Source: an optimization exercise on an open RTL-to-GDS flow (aim: small area, a short achievable clock period and few clock cycles). Production flows keep margins and buffers that such runs may drop. In this exercise RTL edits were held to simulation tests only and were not proved equivalent to the original.

==> build 36: inputs <==
// aes_ctr_engine
module aes_ctr_engine (
    input  wire         clk,
    input  wire         rst,         
    input  wire         key_load,
    input  wire [127:0] key_in,
    input  wire         iv_load,
    input  wire [127:0] iv_in,
    input  wire         in_valid,
    output reg          in_ready,
    input  wire [127:0] in_data,
    output reg          out_valid,
    output reg  [127:0] out_data
);
==> module aes_ctr_engine, before the edit <==
module aes_ctr_engine (
    input  wire         clk,
    input  wire         rst,         
    input  wire         key_load,
    input  wire [127:0] key_in,
    input  wire         iv_load,
    input  wire [127:0] iv_in,
    input  wire         in_valid,
    output reg          in_ready,
    input  wire [127:0] in_data,
    output reg          out_valid,
    output reg  [127:0] out_data
);
    reg [127:0] key_reg;      
    reg [127:0] ctr_reg;      
    reg [287:0] s1;           
    reg [127:0] s2;           
    reg [127:0] rk;           
    reg [31:0]  kw3;          
    reg [71:0]  ksw;          
    reg         ph;
    reg [3:0]   rn;
    reg         live_p, live_q;   
    reg         miss;             
    reg [1:0]   back;             
    wire last    = (rn == 4'd10);
    wire accept  = in_valid && in_ready;
    wire load    = key_load || iv_load;
    wire rewind  = load || miss;
    wire hold    = rewind || (back != 2'd0);    
    wire [1:0] nspec = {1'b0, live_p} + {1'b0, live_q} + {1'b0, miss};
    reg       ph_n, live_p_n, live_q_n;
    reg [3:0] rn_n;
    always @(*) begin
        if (rst || hold) begin
            ph_n     = 1'b1;
            rn_n     = 4'd10;
            live_p_n = 1'b0;
            live_q_n = 1'b0;
        end else begin
            ph_n     = !ph;
            rn_n     = ph ? rn : (last ? 4'd1 : rn + 4'd1);
            live_p_n = live_p || (last && ph);
            live_q_n = live_q || (last && !ph);
        end
    end
    wire [287:0] a_out;
    wire [127:0] sub1;
    wire [127:0] mixed;
    aes_sub_shift u_stage_a (
        .state_in (s2),
        .state_out(a_out)
    );
    aes_sub_out u_sub_out (
        .state_in (s1),
        .state_out(sub1)
    );
    aes_mix u_stage_b (
        .state_in (sub1),
        .state_out(mixed)
    );
    wire [127:0] ks_src = last ? key_reg : rk;
    wire [71:0]  sw_next;
    wire [31:0]  sw;
    wire [127:0] rk_next;
    reg [7:0] rcon;
    always @(*) begin
        case (rn)
            4'd1:    rcon = 8'h02;
            4'd2:    rcon = 8'h04;
            4'd3:    rcon = 8'h08;
            4'd4:    rcon = 8'h10;
            4'd5:    rcon = 8'h20;
            4'd6:    rcon = 8'h40;
            4'd7:    rcon = 8'h80;
            4'd8:    rcon = 8'h1b;
            4'd9:    rcon = 8'h36;
            default: rcon = 8'h01;
        endcase
    end
    aes_key_subword u_key_sub (
        .w3 (kw3),
        .sub(sw_next)
    );
    aes_key_subword_out u_key_sub_out (
        .m  (ksw),
        .sub(sw)
    );
    aes_key_step u_key_step (
        .key_in (ks_src),
        .sub    (sw),
        .rcon   (rcon),
        .key_out(rk_next)
    );
    wire [127:0] rk_upd  = ph ? rk : rk_next;
    wire kw_key = rst || iv_load || miss || (back != 2'd0) ||
                  (ph ? (rn == 4'd10) : (rn == 4'd9));
    wire         down = (back != 2'd0);
    wire [127:0] ctr_step;
    aes_ctr_step u_ctr_step (
        .ctr (ctr_reg),
        .down(down),
        .out (ctr_step)
    );
    always @(posedge clk) begin
        s1       <= a_out;
        s2       <= last ? (ctr_reg ^ key_reg) : (mixed ^ rk);
        out_data <= sub1 ^ rk ^ in_data;    
        ksw      <= sw_next;
        rk       <= rk_upd;
        kw3      <= key_load ? key_in[31:0] : kw_key ? key_reg[31:0] : rk_upd[31:0];
        if (key_load)
            key_reg <= key_in;
        if (iv_load)
            ctr_reg <= iv_in;
        else if (down || (last && !key_load && !miss))
            ctr_reg <= ctr_step;
    end
    always @(posedge clk) begin
        ph     <= ph_n;
        rn     <= rn_n;
        live_p <= live_p_n;
        live_q <= live_q_n;
        if (rst || iv_load)
            back <= 2'd0;
        else if (down)
            back <= back - 2'd1;
        else if (rewind)
            back <= nspec;
        if (rst) begin
            miss      <= 1'b0;
            out_valid <= 1'b0;
            in_ready  <= 1'b0;
        end else begin
            miss      <= in_ready && !in_valid && !load;
            out_valid <= accept;
            in_ready  <= !(in_ready && !in_valid) &&
                         (rn_n == 4'd10) && (ph_n ? live_p_n : live_q_n);
        end
    end
endmodule
Settings: LEC_CHECK=0, ABC_AREA=1, CAP_MARGIN=20, CELL_PAD_IN_SITES_DETAIL_PLACEMENT=0, CELL_PAD_IN_SITES_GLOBAL_PLACEMENT=1, CORE_MARGIN=2, CORE_UTILIZATION=55, CTS_CLUSTER_DIAMETER=100, CTS_CLUSTER_SIZE=20, PLACE_DENSITY=0.7, SLEW_MARGIN=20; clock period 10.0 ns.
standard.sh (not shown) runs the stock make flow with config.mk's settings and CLKGATE_MAP_FILE= SYNTH_SCRIPT=/design/flow/synth_recipe.tcl, a recipe that flattens the netlist after the stock synthesis.
==> flow/flow/run.sh <==
#!/bin/bash
set -euo pipefail
bash standard.sh SETUP_SLACK_MARGIN=6.65 \
  "BUFFER_PORTS_ARGS=-buffer_cell sky130_fd_sc_hd__buf_1" \
  finish > standard_flow.log 2>&1
==> inputs of build 27, as changes to build 36 <==
--- a/flow/design.v
+++ b/flow/design.v
@@ -270,78 +270,73 @@
     input  wire         in_valid,
     output reg          in_ready,
     input  wire [127:0] in_data,
     output reg          out_valid,
     output reg  [127:0] out_data
 );
     reg [127:0] key_reg;      
     reg [127:0] ctr_reg;      
-    reg [287:0] s1;           
-    reg [127:0] s2;           
-    reg [127:0] rk;           
+    reg [287:0] r1;           
+    reg [127:0] r2;           
+    reg [287:0] r3;           
+    reg [127:0] r4;           
+    reg [127:0] rka;          
+    reg [127:0] rkb;          
     reg [31:0]  kw3;          
     reg [71:0]  ksw;          
-    reg         ph;
-    reg [3:0]   rn;
-    reg         live_p, live_q;   
-    reg         miss;             
-    reg [1:0]   back;             
-    wire last    = (rn == 4'd10);
+    reg [4:0]   u;
+    reg [3:0]   live;         
+    reg         miss;         
+    reg [2:0]   back;         
+    wire fin     = (u < 5'd4);                  
     wire accept  = in_valid && in_ready;
     wire load    = key_load || iv_load;
     wire rewind  = load || miss;
-    wire hold    = rewind || (back != 2'd0);    
-    wire [1:0] nspec = {1'b0, live_p} + {1'b0, live_q} + {1'b0, miss};
-    reg       ph_n, live_p_n, live_q_n;
-    reg [3:0] rn_n;
+    wire hold    = rewind || (back != 3'd0);    
+    wire [2:0] nspec = {2'd0, live[0]} + {2'd0, live[1]} + {2'd0, live[2]} +
+                       {2'd0, live[3]} + {2'd0, miss};
+    reg [4:0] u_n;
+    reg [3:0] live_n;
     always @(*) begin
         if (rst || hold) begin
-            ph_n     = 1'b1;
-            rn_n     = 4'd10;
-            live_p_n = 1'b0;
-            live_q_n = 1'b0;
+            u_n    = 5'd0;
+            live_n = 4'd0;
         end else begin
-            ph_n     = !ph;
-            rn_n     = ph ? rn : (last ? 4'd1 : rn + 4'd1);
-            live_p_n = live_p || (last && ph);
-            live_q_n = live_q || (last && !ph);
+            u_n    = (u == 5'd19) ? 5'd0 : u + 5'd1;
+            live_n = live;
+            if (fin)
+                live_n[u[1:0]] = 1'b1;
         end
     end
-    wire [287:0] a_out;
-    wire [127:0] sub1;
-    wire [127:0] mixed;
-    aes_sub_shift u_stage_a (
-        .state_in (s2),
-        .state_out(a_out)
-    );
-    aes_sub_out u_sub_out (
-        .state_in (s1),
-        .state_out(sub1)
-    );
-    aes_mix u_stage_b (
-        .state_in (sub1),
-        .state_out(mixed)
-    );
-    wire [127:0] ks_src = last ? key_reg : rk;
+    wire [287:0] a1_out, a2_out;
+    wire [127:0] sub1, sub2, mix1, mix2;
+    aes_sub_shift u_a1 (.state_in(r4), .state_out(a1_out));
+    aes_sub_out   u_b1s(.state_in(r1), .state_out(sub1));
+    aes_mix       u_b1m(.state_in(sub1), .state_out(mix1));
+    aes_sub_shift u_a2 (.state_in(r2), .state_out(a2_out));
+    aes_sub_out   u_b2s(.state_in(r3), .state_out(sub2));
+    aes_mix       u_b2m(.state_in(sub2), .state_out(mix2));
+    wire         to_a    = (u[1:0] == 2'd1);
+    wire [127:0] ks_src  = (u == 5'd1) ? key_reg : (to_a ? rkb : rka);
     wire [71:0]  sw_next;
     wire [31:0]  sw;
     wire [127:0] rk_next;
     reg [7:0] rcon;
     always @(*) begin
-        case (rn)
-            4'd1:    rcon = 8'h02;
-            4'd2:    rcon = 8'h04;
-            4'd3:    rcon = 8'h08;
-            4'd4:    rcon = 8'h10;
-            4'd5:    rcon = 8'h20;
-            4'd6:    rcon = 8'h40;
-            4'd7:    rcon = 8'h80;
-            4'd8:    rcon = 8'h1b;
-            4'd9:    rcon = 8'h36;
+        case (u)
+            5'd3:    rcon = 8'h02;
+            5'd5:    rcon = 8'h04;
+            5'd7:    rcon = 8'h08;
+            5'd9:    rcon = 8'h10;
+            5'd11:   rcon = 8'h20;
+            5'd13:   rcon = 8'h40;
+            5'd15:   rcon = 8'h80;
+            5'd17:   rcon = 8'h1b;
+            5'd19:   rcon = 8'h36;
             default: rcon = 8'h01;
         endcase
     end
     aes_key_subword u_key_sub (
         .w3 (kw3),
         .sub(sw_next)
     );
     aes_key_subword_out u_key_sub_out (
@@ -349,60 +344,66 @@
         .sub(sw)
     );
     aes_key_step u_key_step (
         .key_in (ks_src),
         .sub    (sw),
         .rcon   (rcon),
         .key_out(rk_next)
     );
-    wire [127:0] rk_upd  = ph ? rk : rk_next;
-    wire kw_key = rst || iv_load || miss || (back != 2'd0) ||
-                  (ph ? (rn == 4'd10) : (rn == 4'd9));
-    wire         down = (back != 2'd0);
+    wire kw_key = rst || iv_load || miss || (back != 3'd0) || (u == 5'd19);
+    wire         down = (back != 3'd0);
     wire [127:0] ctr_step;
     aes_ctr_step u_ctr_step (
         .ctr (ctr_reg),
         .down(down),
         .out (ctr_step)
     );
     always @(posedge clk) begin
-        s1       <= a_out;
-        s2       <= last ? (ctr_reg ^ key_reg) : (mixed ^ rk);
-        out_data <= sub1 ^ rk ^ in_data;    
+        r1       <= a1_out;
+        r2       <= mix1 ^ rka;
+        r3       <= a2_out;
+        r4       <= fin ? (ctr_reg ^ key_reg) : (mix2 ^ rkb);
+        out_data <= sub2 ^ rkb ^ in_data;      
         ksw      <= sw_next;
-        rk       <= rk_upd;
-        kw3      <= key_load ? key_in[31:0] : kw_key ? key_reg[31:0] : rk_upd[31:0];
+        if (u[1:0] == 2'd1)
+            rka <= rk_next;
+        if (u[1:0] == 2'd3)
+            rkb <= rk_next;
+        if (key_load)
+            kw3 <= key_in[31:0];
+        else if (kw_key)
+            kw3 <= key_reg[31:0];
+        else if (u[0])
+            kw3 <= rk_next[31:0];
         if (key_load)
             key_reg <= key_in;
         if (iv_load)
             ctr_reg <= iv_in;
-        else if (down || (last && !key_load && !miss))
+        else if (down || (fin && !key_load && !miss))
             ctr_reg <= ctr_step;
     end
     always @(posedge clk) begin
-        ph     <= ph_n;
-        rn     <= rn_n;
-        live_p <= live_p_n;
-        live_q <= live_q_n;
+        u    <= u_n;
+        live <= live_n;
         if (rst || iv_load)
-            back <= 2'd0;
+            back <= 3'd0;
         else if (down)
-            back <= back - 2'd1;
+            back <= back - 3'd1;
         else if (rewind)
             back <= nspec;
         if (rst) begin
             miss      <= 1'b0;
             out_valid <= 1'b0;
             in_ready  <= 1'b0;
         end else begin
             miss      <= in_ready && !in_valid && !load;
             out_valid <= accept;
             in_ready  <= !(in_ready && !in_valid) &&
-                         (rn_n == 4'd10) && (ph_n ? live_p_n : live_q_n);
+                         (u_n < 5'd4) && live_n[u_n[1:0]];
         end
     end
 endmodule
 module aes_ctr_step (
     input  wire [127:0] ctr,
     input  wire         down,
     output wire [127:0] out
 );
==> flow/flow/run.sh (replaced) <==
#!/bin/bash
set -euo pipefail
bash standard.sh SETUP_SLACK_MARGIN=6.6 \
  "BUFFER_PORTS_ARGS=-buffer_cell sky130_fd_sc_hd__buf_1" \
  finish > standard_flow.log 2>&1
==> inputs of build 21, as changes to build 36 <==
--- a/flow/design.v
+++ b/flow/design.v
@@ -1,14 +1,14 @@
-module aes_sbox_nl (
-    input  wire [7:0]  a,
-    output wire [17:0] m      
+module aes_sbox (
+    input  wire [7:0] a,
+    output wire [7:0] y
 );
     wire U0 = a[7], U1 = a[6], U2 = a[5], U3 = a[4], U4 = a[3], U5 = a[2], U6 = a[1], U7 = a[0];
-    wire T1, T2, T3, T4, T5, T6, T7, T8, T9, T10, T11, T12, T13, T14, T15, T16, T17, T18, T19, T20, T21, T22, T23, T24, T25, T26, T27, M1, M2, M3, M4, M5, M6, M7, M8, M9, M10, M11, M12, M13, M14, M15, M16, M17, M18, M19, M20, M21, M22, M23, M24, M25, M26, M27, M28, M29, M30, M31, M32, M33, M34, M35, M36, M37, M38, M39, M40, M41, M42, M43, M44, M45, M46, M47, M48, M49, M50, M51, M52, M53, M54, M55, M56, M57, M58, M59, M60, M61, M62, M63;
+    wire T1, T2, T3, T4, T5, T6, T7, T8, T9, T10, T11, T12, T13, T14, T15, T16, T17, T18, T19, T20, T21, T22, T23, T24, T25, T26, T27, M1, M2, M3, M4, M5, M6, M7, M8, M9, M10, M11, M12, M13, M14, M15, M16, M17, M18, M19, M20, M21, M22, M23, M24, M25, M26, M27, M28, M29, M30, M31, M32, M33, M34, M35, M36, M37, M38, M39, M40, M41, M42, M43, M44, M45, M46, M47, M48, M49, M50, M51, M52, M53, M54, M55, M56, M57, M58, M59, M60, M61, M62, M63, L0, L1, L2, L3, L4, L5, L6, L7, L8, L9, L10, L11, L12, L13, L14, L15, L16, L17, L18, L19, L20, L21, L22, L23, L24, L25, L26, L27, L28, L29, S0, S1, S2, S3, S4, S5, S6, S7;
     assign T1 = U0 ^ U3;
     assign T2 = U0 ^ U5;
     assign T3 = U0 ^ U6;
     assign T4 = U3 ^ U5;
     assign T5 = U4 ^ U6;
     assign T6 = T1 ^ T5;
     assign T7 = U1 ^ U2;
     assign T8 = U7 ^ T6;
@@ -89,25 +89,16 @@
     assign M56 = M40 & T23;
     assign M57 = M39 & T19;
     assign M58 = M43 & T3;
     assign M59 = M38 & T22;
     assign M60 = M37 & T20;
     assign M61 = M42 & T1;
     assign M62 = M45 & T4;
     assign M63 = M41 & T2;
-    assign m = {M46, M47, M48, M49, M50, M51, M52, M53, M54, M55, M56, M57, M58, M59, M60, M61, M62, M63};
-endmodule
-module aes_sbox_out (
-    input  wire [17:0] m,     
-    output wire [7:0]  y
-);
-    wire M46, M47, M48, M49, M50, M51, M52, M53, M54, M55, M56, M57, M58, M59, M60, M61, M62, M63;
-    assign {M46, M47, M48, M49, M50, M51, M52, M53, M54, M55, M56, M57, M58, M59, M60, M61, M62, M63} = m;
-    wire L0, L1, L2, L3, L4, L5, L6, L7, L8, L9, L10, L11, L12, L13, L14, L15, L16, L17, L18, L19, L20, L21, L22, L23, L24, L25, L26, L27, L28, L29, S0, S1, S2, S3, S4, S5, S6, S7;
     assign L0 = M61 ^ M62;
     assign L1 = M50 ^ M56;
     assign L2 = M46 ^ M48;
     assign L3 = M47 ^ M55;
     assign L4 = M54 ^ M58;
     assign L5 = M49 ^ M61;
     assign L6 = M62 ^ L5;
     assign L7 = M46 ^ L3;
@@ -138,54 +129,32 @@
     assign S2 = ~(L19 ^ L28);
     assign S3 = L6 ^ L21;
     assign S4 = L20 ^ L22;
     assign S5 = L25 ^ L29;
     assign S6 = ~(L13 ^ L27);
     assign S7 = ~(L6 ^ L23);
     assign y = {S0, S1, S2, S3, S4, S5, S6, S7};
 endmodule
-module aes_sbox (
-    input  wire [7:0] a,
-    output wire [7:0] y
-);
-    wire [17:0] m;
-    aes_sbox_nl  u_nl (.a(a), .m(m));
-    aes_sbox_out u_out(.m(m), .y(y));
-endmodule
 module aes_sub_shift (
     input  wire [127:0] state_in,
-    output wire [287:0] state_out
+    output wire [127:0] state_out
 );
-    wire [287:0] sub;
+    wire [127:0] sub;
     genvar i;
     generate
         for (i = 0; i < 16; i = i + 1) begin : g_sub
-            aes_sbox_nl u_sbox (
+            aes_sbox u_sbox (
                 .a(state_in[127-8*i -: 8]),
-                .m(sub[287-18*i -: 18])
+                .y(sub[127-8*i -: 8])
             );
         end
         for (i = 0; i < 16; i = i + 1) begin : g_shift
-            assign state_out[287-18*i -: 18] =
-                sub[287-18*((i % 4) + 4*(((i / 4) + (i % 4)) % 4)) -: 18];
-        end
-    endgenerate
-endmodule
-module aes_sub_out (
-    input  wire [287:0] state_in,
-    output wire [127:0] state_out
-);
-    genvar i;
-    generate
-        for (i = 0; i < 16; i = i + 1) begin : g_out
-            aes_sbox_out u_out (
-                .m(state_in[287-18*i -: 18]),
-                .y(state_out[127-8*i -: 8])
-            );
+            assign state_out[127-8*i -: 8] =
+                sub[127-8*((i % 4) + 4*(((i / 4) + (i % 4)) % 4)) -: 8];
         end
     endgenerate
 endmodule
 module aes_mix (
     input  wire [127:0] state_in,
     output wire [127:0] state_out
 );
     genvar c;
@@ -212,38 +181,24 @@
     wire [7:0] d3 = {a3[6:0], 1'b0} ^ (a3[7] ? 8'h1b : 8'h00);
     assign col_out[31:24] = d0 ^ (d1 ^ a1) ^ a2 ^ a3;
     assign col_out[23:16] = a0 ^ d1 ^ (d2 ^ a2) ^ a3;
     assign col_out[15:8]  = a0 ^ a1 ^ d2 ^ (d3 ^ a3);
     assign col_out[7:0]   = (d0 ^ a0) ^ a1 ^ a2 ^ d3;
 endmodule
 module aes_key_subword (
     input  wire [31:0]  w3,
-    output wire [71:0]  sub
+    output wire [31:0]  sub
 );
     wire [31:0] rot = {w3[23:0], w3[31:24]};
     genvar i;
     generate
         for (i = 0; i < 4; i = i + 1) begin : g_sub
-            aes_sbox_nl u_sbox (
+            aes_sbox u_sbox (
                 .a(rot[31-8*i -: 8]),
-                .m(sub[71-18*i -: 18])
-            );
-        end
-    endgenerate
-endmodule
-module aes_key_subword_out (
-    input  wire [71:0]  m,
-    output wire [31:0]  sub
-);
-    genvar i;
-    generate
-        for (i = 0; i < 4; i = i + 1) begin : g_out
-            aes_sbox_out u_out (
-                .m(m[71-18*i -: 18]),
                 .y(sub[31-8*i -: 8])
             );
         end
     endgenerate
 endmodule
 module aes_key_step (
     input  wire [127:0] key_in,
     input  wire [31:0]  sub,       
@@ -270,21 +225,21 @@
     input  wire         in_valid,
     output reg          in_ready,
     input  wire [127:0] in_data,
     output reg          out_valid,
     output reg  [127:0] out_data
 );
     reg [127:0] key_reg;      
     reg [127:0] ctr_reg;      
-    reg [287:0] s1;           
+    reg [127:0] s1;           
     reg [127:0] s2;           
     reg [127:0] rk;           
     reg [31:0]  kw3;          
-    reg [71:0]  ksw;          
+    reg [31:0]  ksw;          
     reg         ph;
     reg [3:0]   rn;
     reg         live_p, live_q;   
     reg         miss;             
     reg [1:0]   back;             
     wire last    = (rn == 4'd10);
     wire accept  = in_valid && in_ready;
     wire load    = key_load || iv_load;
@@ -301,34 +256,28 @@
             live_q_n = 1'b0;
         end else begin
             ph_n     = !ph;
             rn_n     = ph ? rn : (last ? 4'd1 : rn + 4'd1);
             live_p_n = live_p || (last && ph);
             live_q_n = live_q || (last && !ph);
         end
     end
-    wire [287:0] a_out;
-    wire [127:0] sub1;
+    wire [127:0] a_out;
     wire [127:0] mixed;
     aes_sub_shift u_stage_a (
         .state_in (s2),
         .state_out(a_out)
     );
-    aes_sub_out u_sub_out (
-        .state_in (s1),
-        .state_out(sub1)
-    );
     aes_mix u_stage_b (
-        .state_in (sub1),
+        .state_in (s1),
         .state_out(mixed)
     );
     wire [127:0] ks_src = last ? key_reg : rk;
-    wire [71:0]  sw_next;
-    wire [31:0]  sw;
+    wire [31:0]  sw_next;
     wire [127:0] rk_next;
     reg [7:0] rcon;
     always @(*) begin
         case (rn)
             4'd1:    rcon = 8'h02;
             4'd2:    rcon = 8'h04;
             4'd3:    rcon = 8'h08;
             4'd4:    rcon = 8'h10;
@@ -339,40 +288,36 @@
             4'd9:    rcon = 8'h36;
             default: rcon = 8'h01;
         endcase
     end
     aes_key_subword u_key_sub (
         .w3 (kw3),
         .sub(sw_next)
     );
-    aes_key_subword_out u_key_sub_out (
-        .m  (ksw),
-        .sub(sw)
-    );
     aes_key_step u_key_step (
         .key_in (ks_src),
-        .sub    (sw),
+        .sub    (ksw),
         .rcon   (rcon),
         .key_out(rk_next)
     );
     wire [127:0] rk_upd  = ph ? rk : rk_next;
     wire kw_key = rst || iv_load || miss || (back != 2'd0) ||
                   (ph ? (rn == 4'd10) : (rn == 4'd9));
     wire         down = (back != 2'd0);
     wire [127:0] ctr_step;
     aes_ctr_step u_ctr_step (
         .ctr (ctr_reg),
         .down(down),
         .out (ctr_step)
     );
     always @(posedge clk) begin
         s1       <= a_out;
         s2       <= last ? (ctr_reg ^ key_reg) : (mixed ^ rk);
-        out_data <= sub1 ^ rk ^ in_data;    
+        out_data <= s1 ^ rk ^ in_data;      
         ksw      <= sw_next;
         rk       <= rk_upd;
         kw3      <= key_load ? key_in[31:0] : kw_key ? key_reg[31:0] : rk_upd[31:0];
         if (key_load)
             key_reg <= key_in;
         if (iv_load)
             ctr_reg <= iv_in;
         else if (down || (last && !key_load && !miss))
==> flow/flow/run.sh (replaced) <==
#!/bin/bash
set -euo pipefail
bash standard.sh SETUP_SLACK_MARGIN=6.5 \
  "BUFFER_PORTS_ARGS=-buffer_cell sky130_fd_sc_hd__buf_1" \
  finish > standard_flow.log 2>&1
==> impl_metrics.yaml <==
layout:
  n_clock_buffer: 85
floorplan:
  die_area_um2: 137000
logic_synthesis:
  synth-edff-count: 352
status:
  outcome: "complete, no violations"
The numbers above come from build 21.

==> impl_metrics.yaml <==
status:
  outcome: "complete, no violations"
logic_synthesis:
  synth-edff-count: 544
worst_setup_path:
  cp-end-kind: "register"
layout:
  n_clock_buffer: 147
floorplan:
  die_area_um2: 217000
The numbers above come from build 27.

==> impl_metrics.yaml <==
floorplan:
  die_area_um2: 140000
  ios: 519
status:
  outcome: "complete, no violations"
cts:
  cts_buffer_depth: 3
grt:
  antenna_found_initial: 27
  grt_pass1_vias: 66401
layout:
  n_clock_buffer: 101
logic_synthesis:
  synth-edff-count: 352
The numbers above come from build 36.

Testbench counts of build 36, summed over its fixed seeds: cycles 4,729.
Testbench counts of build 27, summed over its fixed seeds: cycles 2,917.
Testbench counts of build 21, summed over its fixed seeds: cycles 4,729.

-- what the ideal ports hide --
The results above use ideal ports. As a check the final layouts listed here were re-extracted and re-timed, cells and wires unchanged. Step 1 assumes that a clkbuf_16 drives the clock port and a buf_2 every other input. Step 2 also shifts input and output timing later by t, the mid clock arrival at the registers, as if the neighbouring blocks saw the same clock. a / b / c = ideal / step 1 / step 2; a / b = the first two.
| run | shift t [ns] | setup slack, ns | worst setup path after step 2 | clock arrival spread, ns | pins driven straight from the clock port |
|---|---|---|---|---|---|
| build 36 | 0.794 | 6.507 / 6.507 / 5.832 | input to register | 0.061 / 0.060 | 1 |
| build 27 | 0.901 | 6.379 / 6.379 / 5.789 | input to register | 0.046 / 0.046 | 1 |
| build 21 | 0.791 | 6.536 / 6.536 / 5.843 | input to register | 0.065 / 0.066 | 1 |
After both steps setup and hold are still met in every run listed. The setup slack of build 21, which loses most, moves by 0.000 ns with the drivers and by -0.693 ns with both steps.
